What follows belongs to an exercise in optimizing a design on an open flow for small area; a production flow would make more cautious choices. RTL that was checked went through simulation tests only; none was proved equivalent to the original. The RTL of run 2 was laid out without a check of its function. Power and IR drop assume default switching activity.

`flow/design.v`:
```
module u16x8_core (
    input  wire         clk,
    input  wire         rst,         
    input  wire         in_valid,
    input  wire [3:0]   op,
    input  wire [127:0] a,
    input  wire [127:0] b,
    input  wire [31:0]  count,
    output reg          out_valid,
    output reg  [127:0] r,
    output reg          err,
    output reg  [1:0]   cause
);
    localparam [3:0] OP_CONSTRUCT = 4'h0;
    localparam [3:0] OP_MINU      = 4'h1;
    localparam [3:0] OP_MAXU      = 4'h2;
    localparam [3:0] OP_LTU       = 4'h3;
    localparam [3:0] OP_LEU       = 4'h4;
    localparam [3:0] OP_SHRU      = 4'h5;
    localparam [3:0] OP_ADDSU     = 4'h6;
    localparam [3:0] OP_SUBSU     = 4'h7;
    localparam [3:0] OP_FLIP      = 4'h8;
    localparam [1:0] CAUSE_NONE      = 2'd0;
    localparam [1:0] CAUSE_ILLEGAL   = 2'd1;
    localparam [1:0] CAUSE_NEG_COUNT = 2'd2;
    localparam [127:0] SIGNFLIP = {8{16'h8000}};
    wire [127:0] fa = a ^ SIGNFLIP;
    wire [127:0] fb = b ^ SIGNFLIP;
    wire        count_neg  = count[31];
    wire        count_big  = ~count[31] & (|count[30:4]);
    wire [3:0]  shamt      = count[3:0];
    wire [127:0] res_min;
    wire [127:0] res_max;
    wire [127:0] res_lt;
    wire [127:0] res_le;
    wire [127:0] res_shr;
    wire [127:0] res_add;
    wire [127:0] res_sub;
    genvar i;
    generate
        for (i = 0; i < 8; i = i + 1) begin : g_lane
            wire [15:0] la  = a[16*i +: 16];
            wire [15:0] lb  = b[16*i +: 16];
            wire [15:0] lfa = fa[16*i +: 16];
            wire [15:0] lfb = fb[16*i +: 16];
            wire [15:0] smin = ($signed(lfa) <= $signed(lfb)) ? lfa : lfb;
            wire [15:0] smax = ($signed(lfa) >= $signed(lfb)) ? lfa : lfb;
            wire        slt  = $signed(lfa) <  $signed(lfb);
            wire        seq  = (lfa == lfb);
            wire [16:0] sum  = {1'b0, la} + {1'b0, lb};
            wire [16:0] diff = {1'b0, la} - {1'b0, lb};
            assign res_min[16*i +: 16] = smin ^ 16'h8000;
            assign res_max[16*i +: 16] = smax ^ 16'h8000;
            assign res_lt[16*i +: 16]  = slt ? 16'hFFFF : 16'h0000;
            assign res_le[16*i +: 16]  = (slt | seq) ? 16'hFFFF : 16'h0000;
            assign res_shr[16*i +: 16] = count_big ? 16'h0000 : (la >> shamt);
            assign res_add[16*i +: 16] = sum[16]  ? 16'hFFFF : sum[15:0];
            assign res_sub[16*i +: 16] = diff[16] ? 16'h0000 : diff[15:0];
        end
    endgenerate
    reg [127:0] r_next;
    reg [1:0]   cause_next;
    always @(*) begin
        r_next     = 128'd0;
        cause_next = CAUSE_NONE;
        case (op)
            OP_CONSTRUCT: r_next = a;
            OP_MINU:      r_next = res_min;
            OP_MAXU:      r_next = res_max;
            OP_LTU:       r_next = res_lt;
            OP_LEU:       r_next = res_le;
            OP_SHRU: begin
                if (count_neg) begin
                    r_next     = 128'd0;
                    cause_next = CAUSE_NEG_COUNT;
                end else begin
                    r_next = res_shr;
                end
            end
            OP_ADDSU:     r_next = res_add;
            OP_SUBSU:     r_next = res_sub;
            OP_FLIP:      r_next = fa;
            default: begin
                r_next     = 128'd0;
                cause_next = CAUSE_ILLEGAL;
            end
        endcase
    end
    always @(posedge clk) begin
        if (rst) begin
            out_valid <= 1'b0;
        end else begin
            out_valid <= in_valid;
        end
    end
    always @(posedge clk) begin
        if (in_valid) begin
            r     <= r_next;
            err   <= (cause_next != CAUSE_NONE);
            cause <= cause_next;
        end
    end
endmodule
```
`flow/config.mk`:
```
export PLATFORM = sky130hd
export DESIGN_NAME = u16x8_core
export DESIGN_NICKNAME = u16x8_core
export VERILOG_FILES = /design/flow/design.v
export SDC_FILE = /design/flow/constraint.sdc
export NUM_CORES = 4
export LEC_CHECK = 0
export CAP_MARGIN = 20
export CORE_MARGIN = 2
export CORE_UTILIZATION = 25
export SLEW_MARGIN = 20
```
`flow/run.sh`:
```
#!/bin/bash
# synth_recipe.tcl (not shown) runs the flow's synth.tcl, then flattens the netlist and writes it again
# the make line also repeats each setting of config.mk as NAME=value (left out here)
make -C /OpenROAD-flow-scripts/flow DESIGN_CONFIG=/design/flow/config.mk WORK_HOME=/design/flow/orfs CLKGATE_MAP_FILE= SYNTH_SCRIPT=/design/flow/synth_recipe.tcl finish
```
`flow/constraint.sdc`:
```
create_clock -name core_clock -period 5.0 [get_ports {clk}]
set_input_delay 1.0000 -clock core_clock [delete_from_list [all_inputs] [get_ports {clk}]]
set_output_delay 1.0000 -clock core_clock [all_outputs]
set_load 0.01 [all_outputs]
```
==> impl_metrics.toml, run 1 <==
[clock_tree]
htree_levels = 4
cts_made_buffers = 17
cts_post_setup_buffers_inserted = 0
cts.path.max_buffers = 2
cts-hold-fix-buffers = 0
clock_sinks = 132
cts_tree = "done"
clk_root_buffer_cell = "sky130_fd_sc_hd__clkbuf_16"
clock_input_transition_at_the_sequential_cells_of_the_worst_setup_and_hold_paths_ps = 80
cts.repair.resized = 0

[detailed_routing]
drt-wirelength-per-cell_microns = 23.4
detailroute.via_count = 29400
detail_route.vias_per_cell = 5.56
route.final.wire_length_microns = 123000
met1_wl_microns = 53500
remaining_drc_errors = 0
drtIter0Drc = 3379
detail-route-antenna-nets = 0
top_layer_used = "met5"
detail_route.first_pass.iterations = 7
detailroute.wirelength.met3_microns = 10800
route.met2.wl_microns = 55800

[floorplanning]
die_width_microns = 328
core_area_sq_um = 104000
fp-row-count = 118
initial_utilization_pct = 25.3
floorplan.die_area_sq_um = 107000
die_height_microns = 328
io-pin-count = 427

[grt]
grt_antenna_before_repair = 15
grt.total_usage_pct = 22.2
grt_max_degree = 72
grt_pass1_vias = 28000
grt_pass1_wl_microns = 180000
grt_remaining_overflow = 0

[placement]
dp_hpwl_microns = 96300
placed_cells_incl_taps = 5236
count_of_port_buffers_added_during_placement = 426
routabilityCongestion = 0.943
placement.setup.worst_slack_ps = 53.2

[critical_path]
worstSetupPathType = "in2reg"
worstPathRequired_ps = 5250
timing.critical_path.to_type = "register"
crit_path_max_fanout = 5
cp.arrival_ps = 4830
worstSetupStartpointType = "input pin"

[logic_synthesis]
yosysSeqAreaShare_pct = 15.1
synth.cell_area_sq_um = 26200
synth.ff_latch_count = 132
synth_top_flop_cell = "sky130_fd_sc_hd__edfxtp_1"
synth-edff-count = 131
synthDominantAreaCellType = "sky130_fd_sc_hd__edfxtp_1"
post-synth-top-area-fraction_pct = 15.0
async_flop_share_pct = 0
synthesis.nets = 4062
yosysWarningCount = 1
mapped_cells = 3487
yosysUniqueCellTypes = 107
netlist_top_cells_area = "sky130_fd_sc_hd__edfxtp_1 (15%), sky130_fd_sc_hd__ha_1 (13%), sky130_fd_sc_hd__a21oi_1 (5.9%)"
post_synthesis_average_cell_area_sq_um = 7.52

[power_and_ir_drop]
cellPowerDensity_nw_per_um2 = 189
totalPowerFinal_uw = 6280
irDropWorstVdd_uv = 202
power.leakage_uw = 0.0136

[layout]
most-common-layout-cells = "sky130_fd_sc_hd__clkdlybuf4s50_1 (421), sky130_fd_sc_hd__a21oi_1 (308), sky130_fd_sc_hd__nand2_1 (286)"
areaGrowthSynthToFinish_pct = 27.1
num-nets-final = 4450
fillers = 11000
layout_cells_sized_above_1_pct = 9.10
most_frequent_standard_cell_in_the_layout_excluding_fill_and_tap_cells = "sky130_fd_sc_hd__clkdlybuf4s50_1"
finish.cell_count_without_fillers = 5276

[sta]
grt_setup_unrepaired = "false"
layout_worst_path_cycle_share_pct = 91.7
timing.final.crit_period_ps = 4580
report.final.slew_viol_count = 0
timing.slew.headroom_pct = 25.8
least_margin_pin_slew_ps = 1110
tns_ps = 0
postLayoutSetupSlackWorst_ps = 415
hold_viol_final = 0
timing.final.setup_violations = 0
fmaxAchievable_ghz = 0.218

[worst_hold_path]
worstHoldStart = "in_valid"
hold_path.class = "in2reg"
worstHoldPathCells = 1
whs_endpoint = "r[124]"

[job]
max_capacitance_violation_count = 0

[outcome]
run_status = "finished clean"
-- state kept, by name, summed over array words and instances (netlist names) --
name and cells:
cause 2, err 1, out_valid 1, r 128
-- worst max-delay path: stages --
cell and delay (ps):
sky130_fd_sc_hd__clkdlybuf4s50_1 600, sky130_fd_sc_hd__inv_1 70, sky130_fd_sc_hd__ha_1 230, sky130_fd_sc_hd__fa_1 400, sky130_fd_sc_hd__nor2b_1 130, sky130_fd_sc_hd__o21ai_1 90, sky130_fd_sc_hd__a21oi_1 330, sky130_fd_sc_hd__o31ai_2 170
sky130_fd_sc_hd__a211oi_1 370, sky130_fd_sc_hd__o22ai_1 260, sky130_fd_sc_hd__nand2b_1 230, sky130_fd_sc_hd__a2111oi_0 790, sky130_fd_sc_hd__nand3_1 140
-- layout make-up --
cell class	count	area (sq um)	area share [%]
clock inverter	14	138	0.413
sequential	132	3950	11.9
timing repair buffer	608	5730	17.2
tap	1380	1730	5.18
multi-input combinational	2869	20400	61.2
inverter	247	928	2.79
antenna	8	20.0	0.0601
clock buffer	18	429	1.29
-- worst max-delay path by stage --
stage / cells past startpoint / from / end
after floorplan: 14 / a[112] / r[123]
after global placement: 13 / a[32] / r[41]
after detailed placement: 13 / a[64] / r[74]
after CTS: 13 / a[64] / r[74]
after global routing: 13 / a[64] / r[74]
final: 13 / a[64] / r[74]
-- cells by family after synthesis --
kind of cell / Yosys count / synth area share, %
AO/OA/AOI/OAI: 1216 / 31.3
XOR/XNOR: 169 / 5.65
multiplexers: 203 / 8.68
buffers and inverters: 486 / 7.38
flip-flops: 132 / 15.1
AND/OR/NAND/NOR: 1001 / 18.1
adder cells (fa/ha/maj): 280 / 13.8
-- metal layers --
layer / vias up / global-route usage [%]
met5: - / 0
li1: 13700 / -
met3: 198 / 5.28
met4: 18 / 6.57
met1: 13900 / 29.4
met2: 1482 / 35.6
-- cells in the mapped netlist (41+ instances only) --
master,count
sky130_fd_sc_hd__nand2_1,290
sky130_fd_sc_hd__nand2b_1,49
sky130_fd_sc_hd__edfxtp_1,131
sky130_fd_sc_hd__nor2b_1,56
sky130_fd_sc_hd__a221oi_1,57
sky130_fd_sc_hd__xnor2_1,123
sky130_fd_sc_hd__a211oi_1,79
sky130_fd_sc_hd__mux2i_1,144
sky130_fd_sc_hd__nand4_1,45
sky130_fd_sc_hd__nand3_1,64
sky130_fd_sc_hd__ha_1,264
sky130_fd_sc_hd__buf_2,64
sky130_fd_sc_hd__a21oi_1,308
sky130_fd_sc_hd__nor3_1,77
sky130_fd_sc_hd__mux2_2,41
sky130_fd_sc_hd__o211ai_1,47
sky130_fd_sc_hd__inv_1,242
sky130_fd_sc_hd__clkbuf_1,153
sky130_fd_sc_hd__o21ai_0,243
sky130_fd_sc_hd__nor2_1,284
sky130_fd_sc_hd__xor2_1,46
-- report_power, final --
| group | leakage [uW] | total, uW | switching, uW | internal (uW) |
|---|---|---|---|---|
| clock | 0.000263 | 1390 | 667 | 727 |
| sequential | 0.00127 | 1450 | 59.8 | 1390 |
| combinational | 0.0121 | 3440 | 1940 | 1500 |
-- stage by stage --
stage	cell area, sq um	utilization [%]	hold WS, ps
CTS	33300	32.1	914
detailed placement	32700	31.5	1510
global placement	32700	31.5	1510
finish	33300	32.1	935
global route	33300	32.1	937
floorplan	26200	-	1070
==> inputs of run 2 (changes only) <==
==> flow/design.v (replaced) <==
module u16x8_core (
    input  wire         clk,
    input  wire         rst,         
    input  wire         in_valid,
    input  wire [3:0]   op,
    input  wire [127:0] a,
    input  wire [127:0] b,
    input  wire [31:0]  count,
    output reg          out_valid,
    output reg  [127:0] r,
    output wire         err,
    output reg  [1:0]   cause
);
    wire is_con = (op == 4'h0);
    wire is_min = (op == 4'h1);
    wire is_max = (op == 4'h2);
    wire is_lt  = (op == 4'h3);
    wire is_le  = (op == 4'h4);
    wire is_shr = (op == 4'h5);
    wire is_add = (op == 4'h6);
    wire is_sub = (op == 4'h7);
    wire is_flp = (op == 4'h8);
    wire is_ill = op[3] & (|op[2:0]);
    wire count_neg = count[31];
    wire count_big = |count[30:4];
    wire [3:0] sh = count[3:0] & {4{is_shr}};
    wire inv = ~is_add;            
    wire cin = ~is_add & ~is_le;   
    wire pass_x = is_con | is_flp | (is_shr & ~count_neg & ~count_big);
    genvar i, j;
    generate
        for (i = 0; i < 8; i = i + 1) begin : g_lane
            wire [15:0] x = a[16*i +: 16];
            wire [15:0] y = b[16*i +: 16];
            wire [15:0] yb = y ^ {16{inv}};
            wire [15:0] t;
            wire co;
            assign {co, t} = {1'b0, x} + {1'b0, yb} + {16'd0, cin};
            wire [15:0] s0 = sh[0] ? {1'b0, x[15:1]}   : x;
            wire [15:0] s1 = sh[1] ? {2'b0, s0[15:2]}  : s0;
            wire [15:0] s2 = sh[2] ? {4'b0, s1[15:4]}  : s1;
            wire [15:0] xs = sh[3] ? {8'b0, s2[15:8]}  : s2;
            wire ex = pass_x | (is_min & ~co) | (is_max & co);
            wire ey = (is_min & co) | (is_max & ~co);
            wire et = is_add | (is_sub & co);
            wire k  = (is_add & co) | ((is_lt | is_le) & ~co);
            wire [15:0] xf = {xs[15] ^ is_flp, xs[14:0]};
            wire [15:0] rl = (xf & {16{ex}}) | (y & {16{ey}}) | (t & {16{et}}) | {16{k}};
            always @(posedge clk) r[16*i +: 16] <= rl;
        end
    endgenerate
    always @(posedge clk) begin
        if (rst) out_valid <= 1'b0;
        else     out_valid <= in_valid;
    end
    always @(posedge clk) begin
        cause <= {is_shr & count_neg, is_ill};
    end
    assign err = |cause;
endmodule
==> impl_metrics.toml, run 2 <==
[clock_tree]
clk_root_buffer_cell = "sky130_fd_sc_hd__clkbuf_16"
htree_levels = 4
cts.repair.resized = 0
cts-hold-fix-buffers = 0
cts_tree = "done"
clock_input_transition_at_the_sequential_cells_of_the_worst_setup_and_hold_paths_ps = 70
cts_post_setup_buffers_inserted = 0
cts_made_buffers = 17
clock_sinks = 131
cts.path.max_buffers = 2

[logic_synthesis]
netlist_top_cells_area = "sky130_fd_sc_hd__dfxtp_1 (15%), sky130_fd_sc_hd__mux2i_1 (11%), sky130_fd_sc_hd__xnor2_1 (9.9%)"
async_flop_share_pct = 0
yosysSeqAreaShare_pct = 15.2
synthesis.nets = 2567
synth-edff-count = 0
synthDominantAreaCellType = "sky130_fd_sc_hd__dfxtp_1"
yosysWarningCount = 1
yosysMostFrequentCell = "sky130_fd_sc_hd__nand2_1"
yosysUniqueCellTypes = 88
post-synth-top-area-fraction_pct = 15.2
mapped_cells = 2136
synth.cell_area_sq_um = 17300
synth.ff_latch_count = 131
post_synthesis_average_cell_area_sq_um = 8.08
synth_top_flop_cell = "sky130_fd_sc_hd__dfxtp_1"
synthTopCellsByCount = "sky130_fd_sc_hd__nand2_1 (227), sky130_fd_sc_hd__xnor2_1 (196), sky130_fd_sc_hd__mux2i_1 (184), sky130_fd_sc_hd__dfxtp_1 (131), sky130_fd_sc_hd__nand3_1 (128)"

[detailed_routing]
detail-route-antenna-nets = 0
detail_route.first_pass.iterations = 8
detailroute.via_count = 19800
top_layer_used = "met5"
drtIter0Drc = 1568
detailroute.wirelength.met3_microns = 5530
route.met2.wl_microns = 38700
met1_wl_microns = 37200
remaining_drc_errors = 0
detail_route.vias_per_cell = 5.40
drt-wirelength-per-cell_microns = 22.8
route.final.wire_length_microns = 83800

[floorplanning]
die_height_microns = 267
die_width_microns = 267
initial_utilization_pct = 25.2
core_area_sq_um = 68500
fp-row-count = 96
io-pin-count = 427
floorplan.die_area_sq_um = 71200

[critical_path]
worstPathRequired_ps = 5390
slowest_stage = "sky130_fd_sc_hd__clkdlybuf4s50_1"
worstPathCellList = "clkdlybuf4s50_1, inv_1, and3_1, nand2_2, buf_12, buf_12, xnor2_1, fa_1, inv_1, fa_1, a211oi_2, o21ai_1, a2111oi_4, o22ai_1, and2_4, o22ai_1, mux2i_1, buf_4, o211ai_1"
cpPeakStageDelay_ps = 470
crit_path_max_fanout = 13
worstSetupStartpointType = "input pin"
timing.critical_path.to_type = "register"
cp.arrival_ps = 5170
worstSetupPathType = "in2reg"

[placement]
routabilityCongestion = 0.921
cell_area_reported_after_detailed_placement_sq_um = 24900
count_of_port_buffers_added_during_placement = 426
dp_hpwl_microns = 66800
placement.setup.worst_slack_ps = -355

[sta]
tns_ps = 0
timing.final.setup_violations = 0
postLayoutSetupSlackWorst_ps = 214
timing.final.crit_period_ps = 4790
report.final.slew_viol_count = 0
least_margin_pin_slew_ps = 1090
hold_viol_final = 0
layout_worst_path_cycle_share_pct = 95.7
timing.slew.headroom_pct = 26.8
fmaxAchievable_ghz = 0.209
final.hold.worst_slack_ps = 1030

[layout]
most-common-layout-cells = "sky130_fd_sc_hd__clkdlybuf4s50_1 (425), sky130_fd_sc_hd__buf_4 (282), sky130_fd_sc_hd__nand2_1 (223)"
post-route-util_pct = 37.4
layout_cells_sized_above_1_pct = 16.2
largest_register_ffs = 128
most_frequent_standard_cell_in_the_layout_excluding_fill_and_tap_cells = "sky130_fd_sc_hd__clkdlybuf4s50_1"
num-nets-final = 3203
areaGrowthSynthToFinish_pct = 48.2
max_flop_register = "r"
final_area_sq_um = 25600
largest_registers = "r: 128 flops, cause: 2 flops, out_valid: 1 flops"
fillers = 7035

[grt]
grt_max_degree = 55
grt_pass1_wl_microns = 123000
grt.total_usage_pct = 23.0
grt_antenna_before_repair = 2
grt_remaining_overflow = 0
grt_pass1_vias = 19300

[outcome]
run_status = "finished clean"

[worst_hold_path]
hold_path.class = "in2reg"

[job]
max_capacitance_violation_count = 0

[power_and_ir_drop]
irDropWorstVdd_uv = 290
power.leakage_uw = 0.0114
cellPowerDensity_nw_per_um2 = 232
[run 2: cell type report]
class	count	area (sq um)	share of cell area (%)
diodes	1	2.50	0.00978
clock buffers	18	439	1.72
clock inverters	14	224	0.875
inverters	38	143	0.557
multi-input cells	1844	14000	54.9
flip-flops and latches	131	2620	10.2
well taps	882	1100	4.31
repair buffers	740	7020	27.4
[run 2: logic make-up (layout without fill, tap and decap cells)]
| group | Yosys count | count (layout) | synth area share, % |
|---|---|---|---|
| adders and majority gates | 136 | 136 | 10.5 |
| DFF | 131 | 131 | 15.2 |
| muxes | 226 | 226 | 15.7 |
| xor gates and xnor gates | 228 | 228 | 11.6 |
| AOI/OAI and AO/OA | 606 | 606 | 25.0 |
| other | 0 | 1 | 0 |
| buffers and inverters | 161 | 810 | 4.28 |
| and+or+nand+nor | 648 | 648 | 17.7 |
[run 2: path summary, 6_finish.rpt]
kind,from,depth (start not counted),to
max,op[3],19,r[42]
min,rst,2,out_valid
[run 2: layer usage]
metal / track usage [%] / up-vias
met3: 4.03 / 123
met4: 7.73 / 2
met1: 30.6 / 9461
li1: - / 9372
met2: 37.5 / 841
met5: 0 / -
[run 2: critical path: cells and delay by family]
kind,cells,cell delay (ps)
AOI/OAI and AO/OA,6,1300
muxes,1,290
adders and majority gates,2,690
buffers and inverters,6,1170
and+or+nand+nor,3,510
xor gates and xnor gates,1,190
[run 2: metrics by stage]
| stage | cells | power (uW) |
|---|---|---|
| finish | 3668 | 5950 |
| global route | 3667 | 6270 |
| CTS | 3667 | 5970 |
| detailed placement | 3635 | 4410 |
| global placement | 3635 | 4420 |
| floorplan | 2136 | 2900 |
[run 2: where the power goes]
group	internal (uW)	total [uW]	leakage [uW]	switching [uW]
clock network	902	1520	0.000321	615
logic	1590	3080	0.00998	1490
registers	1250	1350	0.00109	100
total	3740	5950	0.0114	2200

re-timing with driven ports:
Ports are ideal in the flow. The routed layouts listed here were re-timed in OpenROAD.
Step 1 sets driving cells, clkbuf_16 on the clock port and buf_2 on the other inputs (assumed; they add their load-dependent delay and slew).
Step 2 times the ports against the registers' clock, not the clock port: input delays grow and output delays shrink by t, the midpoint of the rising clock arrivals with the driver on.
a / b / c = ideal ports / drivers / drivers and shift; a / b = the first two.
| run | t (ns) | setup slack, ns | hold WS [ns] | latest minus earliest clock arrival (ns) |
|---|---|---|---|---|
| run 1 | 0.593 | 0.415 / 0.443 / -0.150 | 0.935 / 0.901 / 1.494 | 0.028 / 0.028 |
| run 2 | 0.564 | 0.214 / 0.242 / -0.322 | 1.026 / 0.986 / 1.550 | 0.020 / 0.020 |
Met with ideal ports but missed after step 2: setup timing in run 1 and run 2. The setup slack of run 1, which loses most, moves by +0.028 ns with the drivers and by -0.565 ns with both steps.
